This is an optimization exercise on Yosys and OpenROAD, whose aim is small area, a short achievable clock period and few clock cycles per item, not a production implementation.
At most, simulation tests tie the RTL to the original design; equivalence was not proved.

==> inputs of run X <==
Design oblv_ks, start of the top module:
module oblv_ks (
  input             clk,
  input             rst_n,
  input             cmd_valid,
  output            cmd_ready,
  input             cmd_op,        
  input      [15:0] cmd_len,
  input      [31:0] cmd_iv,
  input             din_valid,
  output            din_ready,
  input      [7:0]  din,
  output            dout_valid,
  input             dout_ready,
  output     [7:0]  dout,
  output     [31:0] iv_out
);
  localparam [31:0] SEED = 32'hc65053f2;    
  localparam [127:0] RK0  = 128'h000000b4000000060000000800000013;
  localparam [127:0] RK14 = 128'h51e54695cfdd3da03dcbb39a1f2a4614;
  function automatic [7:0] aes_sbox;
    input [7:0] a;
    reg U0, U1, U2, U3, U4, U5, U6, U7;
    reg T1, T2, T3, T4, T5, T6, T7, T8, T9, T10, T11, T12;
    reg T13, T14, T15, T16, T17, T18, T19, T20, T21, T22, T23, T24;
    reg T25, T26, T27, M1, M2, M3, M4, M5, M6, M7, M8, M9;
    reg M10, M11, M12, M13, M14, M15, M16, M17, M18, M19, M20, M21;
    reg M22, M23, M24, M25, M26, M27, M28, M29, M30, M31, M32, M33;
    reg M34, M35, M36, M37, M38, M39, M40, M41, M42, M43, M44, M45;
  ...
Settings: LEC_CHECK=0, CAP_MARGIN=20, CELL_PAD_IN_SITES_DETAIL_PLACEMENT=0, CELL_PAD_IN_SITES_GLOBAL_PLACEMENT=1, CORE_MARGIN=2, CORE_UTILIZATION=50, GPL_ROUTABILITY_DRIVEN=0, PLACE_DENSITY=0.62, SETUP_SLACK_MARGIN=3.2, SLEW_MARGIN=20; clock period 9.0 ns.
standard.sh (not shown) runs the stock make flow with config.mk's settings and CLKGATE_MAP_FILE= SYNTH_SCRIPT=/design/flow/synth_recipe.tcl, a recipe that flattens the netlist after the stock synthesis.
==> flow/flow/run.sh <==
#!/bin/bash
# The standard layout (standard.sh), with one change in synthesis: abc maps
# with flow/abc_nf.script. Registers and everything after synthesis are as
# in the standard flow.
set -euo pipefail
HERE=$(pwd)
cat flow/abc_wrap.tcl synth_recipe.tcl > my_synth.tcl
export MY_ABC_SCRIPT=$HERE/flow/abc_nf.script
sed "s#SYNTH_SCRIPT=[^ ]*#SYNTH_SCRIPT=$HERE/my_synth.tcl#" standard.sh > my_standard.sh
bash my_standard.sh "$@" > make_flow.log 2>&1
==> flow/flow/abc_nf.script <==
strash
dc2
dc2
strash
&get -n
&dch -x
&nf -R 1000
&put
buffer -c
topo
stime -c
upsize -c
dnsize -c
==> flow/flow/abc_wrap.tcl <==
# Put before synth_recipe.tcl: abc maps with flow/abc_nf.script (area-oriented
# &nf mapping) instead of the ORFS script; everything else is unchanged.
proc abc {args} {
  set i [lsearch -exact $args -script]
  if {$i >= 0} {
    set args [lreplace $args $i [expr {$i + 1}] -script $::env(MY_ABC_SCRIPT)]
  }
  yosys abc {*}$args
}
==> inputs of run K, as changes to run X <==
--- a/flow/design.v
+++ b/flow/design.v
@@ -478,11 +478,10 @@
   reg [31:0]  iv;            
   reg [31:0]  civ;           
   reg         ev;
   reg [1:0]   ev_step;
   reg [1:0]   ev_ph;
-  reg [7:0]   ev_in;         
   reg [7:0]   ev_r;          
   reg [7:0]   ev_n2;         
   reg [127:0] st;            
   reg [3:0]   rnd;           
   reg         e_act;         
@@ -496,12 +495,14 @@
   reg         ks_v;
   reg [3:0]   bidx;
   reg [3:0]   ks_end;
   reg [7:0]   dout_r;
   reg         dout_v;
+  reg [7:0]   sk_r;
+  reg         sk_v;
   assign cmd_ready  = !ev && !pend && (!e_act || e_rem == 16'd0);
-  assign din_ready  = ks_v && (!dout_v || dout_ready);
+  assign din_ready  = ks_v && !sk_v;
   assign dout_valid = dout_v;
   assign dout       = dout_r;
   assign iv_out     = iv;
   wire cmd_fire = cmd_valid && cmd_ready;
   wire din_fire = din_valid && din_ready;
@@ -572,56 +573,61 @@
         end
       end
     end
   end
   wire [7:0] ev_x  = civ[8*ev_step +: 8];
-  wire [7:0] ev_T  = iv_sbox(ev_in);
+  wire [7:0] ev_in = (ev_ph == 2'd0) ? iv[15:8] : (ev_ph == 2'd1) ? iv[31:24] : ev_x;
   wire [7:0] n0 = iv[7:0];
   wire [7:0] n1 = iv[15:8] - (iv[23:16] ^ ev_r);
   wire [7:0] n3 = (iv[31:24] - n0) + ev_r;
   wire [31:0] ev_w = {n3, ev_n2, n1, n0};
-  wire [31:0] ev_rot = {ev_w[28:0], ev_w[31:29]};
   always @(posedge clk) begin
     if (!rst_n) begin
       iv <= 32'h0;
       ev <= 1'b0;
     end else if (cmd_fire && !cmd_op) begin
       iv <= cmd_iv;
     end else if (c_start) begin
       civ     <= iv;
       iv      <= SEED;
-      ev_in   <= SEED[15:8];
       ev      <= 1'b1;
       ev_step <= 2'd0;
       ev_ph   <= 2'd0;
     end else if (ev) begin
       ev_ph <= ev_ph + 2'd1;
-      ev_r  <= ev_T;
+      if (ev_ph != 2'd3)
+        ev_r <= iv_sbox(ev_in);
       case (ev_ph)
-        2'd0: ev_in <= iv[31:24];
-        2'd1: begin
-          iv[7:0] <= iv[7:0] + (ev_r - ev_x);
-          ev_in   <= ev_x;
-        end
+        2'd1: iv[7:0] <= iv[7:0] + (ev_r - ev_x);
         2'd2: ev_n2 <= (ev_r + ev_x) ^ iv[23:16];
-        default: begin
-          iv      <= ev_rot;
-          ev_in   <= ev_rot[15:8];
+        2'd3: begin
+          iv      <= {ev_w[28:0], ev_w[31:29]};
           ev_step <= ev_step + 2'd1;
           if (ev_step == 2'd3)
             ev <= 1'b0;
         end
+        default: ;
       endcase
     end
   end
   wire [7:0] ks_byte = ks[8*bidx +: 8];
+  wire [7:0] x_byte  = din ^ ks_byte;
   always @(posedge clk) begin
     if (!rst_n) begin
       dout_v <= 1'b0;
-    end else if (din_fire) begin
-      dout_r <= din ^ ks_byte;
+      sk_v   <= 1'b0;
+    end else if (dout_v && !dout_ready) begin
+      if (din_fire) begin
+        sk_r <= x_byte;
+        sk_v <= 1'b1;
+      end
+    end else if (sk_v) begin
+      dout_r <= sk_r;
       dout_v <= 1'b1;
-    end else if (dout_ready) begin
-      dout_v <= 1'b0;
+      sk_v   <= 1'b0;
+    end else begin
+      dout_v <= din_fire;
+      if (din_fire)
+        dout_r <= x_byte;
     end
   end
 endmodule
==> flow/flow/abc_nf.script (replaced) <==
strash
dc2
dc2
strash
&get -n
&dch -f
&nf -R 1000
&put
buffer -c
topo
stime -c
upsize -c
dnsize -c
CELL_PAD_IN_SITES_DETAIL_PLACEMENT = 1   (was 0)
CELL_PAD_IN_SITES_GLOBAL_PLACEMENT = 2   (was 1)
CORE_UTILIZATION = 60   (was 50)
GPL_ROUTABILITY_DRIVEN = default   (was 0)
PLACE_DENSITY = 0.7   (was 0.62)
SETUP_SLACK_MARGIN = 3.0   (was 3.2)
==> inputs of run B, as changes to run X <==
--- a/flow/design.v
+++ b/flow/design.v
@@ -478,13 +478,11 @@
   reg [31:0]  iv;            
   reg [31:0]  civ;           
   reg         ev;
   reg [1:0]   ev_step;
   reg [1:0]   ev_ph;
-  reg [7:0]   ev_in;         
   reg [7:0]   ev_r;          
-  reg [7:0]   ev_n2;         
   reg [127:0] st;            
   reg [3:0]   rnd;           
   reg         e_act;         
   reg         e_tile;        
   reg         pend;          
@@ -496,59 +494,51 @@
   reg         ks_v;
   reg [3:0]   bidx;
   reg [3:0]   ks_end;
   reg [7:0]   dout_r;
   reg         dout_v;
+  reg [7:0]   sk_r;
+  reg         sk_v;
   assign cmd_ready  = !ev && !pend && (!e_act || e_rem == 16'd0);
-  assign din_ready  = ks_v && (!dout_v || dout_ready);
+  assign din_ready  = ks_v && !sk_v;
   assign dout_valid = dout_v;
   assign dout       = dout_r;
   assign iv_out     = iv;
   wire cmd_fire = cmd_valid && cmd_ready;
   wire din_fire = din_valid && din_ready;
   wire [127:0] t_ss    = sub_shift(st);
   wire         last_r  = (rnd == 4'd14);
-  wire         load_r  = (rnd == 4'd0) || last_r;
   wire [127:0] u_rnd   = mix_columns(t_ss) ^ round_key(rnd);
   wire [127:0] blk_in  = e_tile ? {civ, civ, civ, civ} : ks;
   wire ks_free   = !ks_v || (din_fire && bidx == ks_end);
   wire fin       = e_act && last_r && ks_free;
-  wire ks_far    = ks_v && bidx == 4'd0 && ks_end == 4'd15;
   wire chunk_end = e_first ? (e_blk == 7'd90) : (e_blk == 7'd91);
   wire        n_tile  = pend || chunk_end;
   wire [6:0]  n_blk   = n_tile ? 7'd0 : e_blk + 7'd1;
   wire        n_first = pend || (!chunk_end && e_first);
   wire        n_short = !n_first && n_blk == 7'd91;    
   wire [4:0]  n_lc    = n_short ? 5'd4 : 5'd16;
   wire        n_lastb = e_rem <= {11'd0, n_lc};
-  wire        c_start = pend && (!e_act || fin);
-  wire        go      = (c_start || fin) && e_rem != 16'd0;
+  wire        go      = (pend && (!e_act || fin)) || (fin && e_rem != 16'd0);
   always @(posedge clk) begin
-    st <= load_r ? blk_in ^ RK0 : u_rnd;
+    if (!last_r)
+      st <= (rnd == 4'd0) ? blk_in ^ RK0 : u_rnd;
     if (fin)
       ks <= t_ss ^ RK14;
   end
   always @(posedge clk) begin
     if (!rst_n) begin
       e_act <= 1'b0;
       pend  <= 1'b0;
       ks_v  <= 1'b0;
     end else begin
-      if (cmd_fire && cmd_op) begin
+      if (cmd_fire && cmd_op && cmd_len != 16'd0) begin
         pend  <= 1'b1;
         e_rem <= cmd_len;
       end
-      if (rnd == 4'd0) begin
-        if (e_act && !ks_far)
-          rnd <= 4'd1;
-      end else if (last_r) begin
-        rnd <= fin ? 4'd0 : 4'd1;
-      end else begin
+      if (!last_r)
         rnd <= rnd + 4'd1;
-      end
-      if (c_start)
-        pend <= 1'b0;
       if (fin) begin
         ks_end <= e_end;
         bidx   <= 4'd0;
         ks_v   <= 1'b1;
         e_act  <= 1'b0;
@@ -561,10 +551,11 @@
         e_act   <= 1'b1;
         e_tile  <= n_tile;
         rnd     <= 4'd0;
         e_blk   <= n_blk;
         e_first <= n_first;
+        pend    <= 1'b0;
         if (n_lastb) begin
           e_end <= e_rem[3:0] - 4'd1;
           e_rem <= 16'd0;
         end else begin
           e_end <= n_lc[3:0] - 4'd1;
@@ -572,56 +563,69 @@
         end
       end
     end
   end
   wire [7:0] ev_x  = civ[8*ev_step +: 8];
+  wire [7:0] ev_in = (ev_ph == 2'd0) ? iv[15:8] : (ev_ph == 2'd1) ? iv[31:24] : ev_x;
   wire [7:0] ev_T  = iv_sbox(ev_in);
   wire [7:0] n0 = iv[7:0];
-  wire [7:0] n1 = iv[15:8] - (iv[23:16] ^ ev_r);
-  wire [7:0] n3 = (iv[31:24] - n0) + ev_r;
-  wire [31:0] ev_w = {n3, ev_n2, n1, n0};
-  wire [31:0] ev_rot = {ev_w[28:0], ev_w[31:29]};
+  wire [7:0] n1 = iv[15:8] - (iv[23:16] ^ ev_T);
+  wire [7:0] n2 = (ev_r + ev_x) ^ iv[23:16];
+  wire [7:0] n3 = (iv[31:24] - n0) + ev_T;
+  wire [31:0] ev_w = {n3, n2, n1, n0};
   always @(posedge clk) begin
     if (!rst_n) begin
       iv <= 32'h0;
       ev <= 1'b0;
-    end else if (cmd_fire && !cmd_op) begin
-      iv <= cmd_iv;
-    end else if (c_start) begin
-      civ     <= iv;
-      iv      <= SEED;
-      ev_in   <= SEED[15:8];
-      ev      <= 1'b1;
-      ev_step <= 2'd0;
-      ev_ph   <= 2'd0;
+    end else if (cmd_fire) begin
+      if (cmd_op == 1'b0) begin
+        iv <= cmd_iv;
+      end else begin
+        civ     <= iv;
+        iv      <= SEED;
+        ev      <= 1'b1;
+        ev_step <= 2'd0;
+        ev_ph   <= 2'd0;
+      end
     end else if (ev) begin
-      ev_ph <= ev_ph + 2'd1;
-      ev_r  <= ev_T;
       case (ev_ph)
-        2'd0: ev_in <= iv[31:24];
+        2'd0: begin
+          ev_r  <= ev_T;
+          ev_ph <= 2'd1;
+        end
         2'd1: begin
           iv[7:0] <= iv[7:0] + (ev_r - ev_x);
-          ev_in   <= ev_x;
+          ev_r    <= ev_T;
+          ev_ph   <= 2'd2;
         end
-        2'd2: ev_n2 <= (ev_r + ev_x) ^ iv[23:16];
         default: begin
-          iv      <= ev_rot;
-          ev_in   <= ev_rot[15:8];
+          iv      <= {ev_w[28:0], ev_w[31:29]};
+          ev_ph   <= 2'd0;
           ev_step <= ev_step + 2'd1;
           if (ev_step == 2'd3)
             ev <= 1'b0;
         end
       endcase
     end
   end
   wire [7:0] ks_byte = ks[8*bidx +: 8];
+  wire [7:0] x_byte  = din ^ ks_byte;
   always @(posedge clk) begin
     if (!rst_n) begin
       dout_v <= 1'b0;
-    end else if (din_fire) begin
-      dout_r <= din ^ ks_byte;
+      sk_v   <= 1'b0;
+    end else if (dout_v && !dout_ready) begin
+      if (din_fire) begin
+        sk_r <= x_byte;
+        sk_v <= 1'b1;
+      end
+    end else if (sk_v) begin
+      dout_r <= sk_r;
       dout_v <= 1'b1;
-    end else if (dout_ready) begin
-      dout_v <= 1'b0;
+      sk_v   <= 1'b0;
+    end else begin
+      dout_v <= din_fire;
+      if (din_fire)
+        dout_r <= x_byte;
     end
   end
 endmodule
==> flow/run.sh (new file) <==
#!/bin/bash
# synth_recipe.tcl (not shown) runs the flow's synth.tcl, then flattens the netlist and writes it again
# the make line also repeats each setting of config.mk as NAME=value (left out here)
make -C /OpenROAD-flow-scripts/flow DESIGN_CONFIG=/design/flow/config.mk WORK_HOME=/design/flow/orfs CLKGATE_MAP_FILE= SYNTH_SCRIPT=/design/flow/synth_recipe.tcl finish
CELL_PAD_IN_SITES_DETAIL_PLACEMENT = 1   (was 0)
CELL_PAD_IN_SITES_GLOBAL_PLACEMENT = 2   (was 1)
CORE_UTILIZATION = 25   (was 50)
GPL_ROUTABILITY_DRIVEN = default   (was 0)
PLACE_DENSITY = 0.32   (was 0.62)
SETUP_SLACK_MARGIN = default   (was 3.2)
removed: flow/flow/run.sh
removed: flow/flow/abc_nf.script
removed: flow/flow/abc_wrap.tcl
removed: flow/standard.sh
==> comparison table <==
quantity                                                               run X                run B                                                run K
Fin Setup TNS                                                           0 ns                 0 ns                                                    -
Syn_nets                                                                5151                 7675                                                 5107
Layout clock buffers                                                      60                   59                                                    -
EDFF count, synth                                                        237                  357                                                  237
Met3 track demand over resource                                        8.29%                1.92%                                                    -
Count of distinct cell types in the synthesized netlist                   88                  116                                                   85
Complex-gate fraction of the synthesized area                          13.0%                23.2%                                                13.4%
R2r startpoint                                                st[26]$_DFF_P_     st[73]$_DFFE_PP_                                                    -
Multi-input logic cell count                                            4211                 6337                                                    -
Share of post-route cells with drive strength above 1                  12.1%                9.75%                                                    -
Mean number of vias per cell                                            5.91                 5.50                                                    -
Result of the run                                   timing/DRC/antenna clean  timing/DRC/antenna clean                                       did not finish
Failing step                                                               -                    -  global placement without I/O (3_1_place_gp_skip_io)
Worst-case hold slack                                               0.419 ns             0.423 ns                                                    -
Clock tree from TritonCTS                                                yes                  yes                                                    -
Hold-critical path endpoint                              ks_end[2]$_DFFE_PP_  ks_end[0]$_DFFE_PP_                                                    -
Worst Hold Depth                                                           0                    0                                                    -
Final WS setup                                                       3.40 ns             0.243 ns                                                    -
Top fanout value on the critical path                                      6                   16                                                    -
Testbench counts of run X, summed over its fixed seeds: cycles 152,580, bytes 150,596.
Testbench counts of run K, summed over its fixed seeds: cycles 152,580, bytes 150,596.
No functional check of the RTL was part of run B.

what the ideal ports hide:
How much do the figures lean on ideal ports? The routed layouts below were timed once more, with nothing changed but the port constraints.
Step 1 (the two cells are an assumption about what drives the block):
set clk [get_ports {clk}]
set_driving_cell -lib_cell sky130_fd_sc_hd__clkbuf_16 $clk
set_driving_cell -lib_cell sky130_fd_sc_hd__buf_2 [delete_from_list [all_inputs] $clk]
Step 2 moves the port delays by t, midway between the first and last clock arrival at a register: inputs arrive t later, outputs are due t later. That takes back most of the time a late clock gives input paths.
a / b / c = ideal / step 1 / step 2; a / b = the first two.
run	shift t [ns]	setup WS [ns]	latest minus earliest clock arrival (ns)	pins driven straight from the clock port
run X	0.663	3.404 / 3.404 / 3.112	0.031 / 0.031	1
run B	0.762	0.243 / 0.243 / 0.243	0.060 / 0.060	1
After both steps every run listed still meets setup and hold. For run X, which loses most, drivers alone change the setup slack by 0.000 ns; drivers and shift together by -0.292 ns.
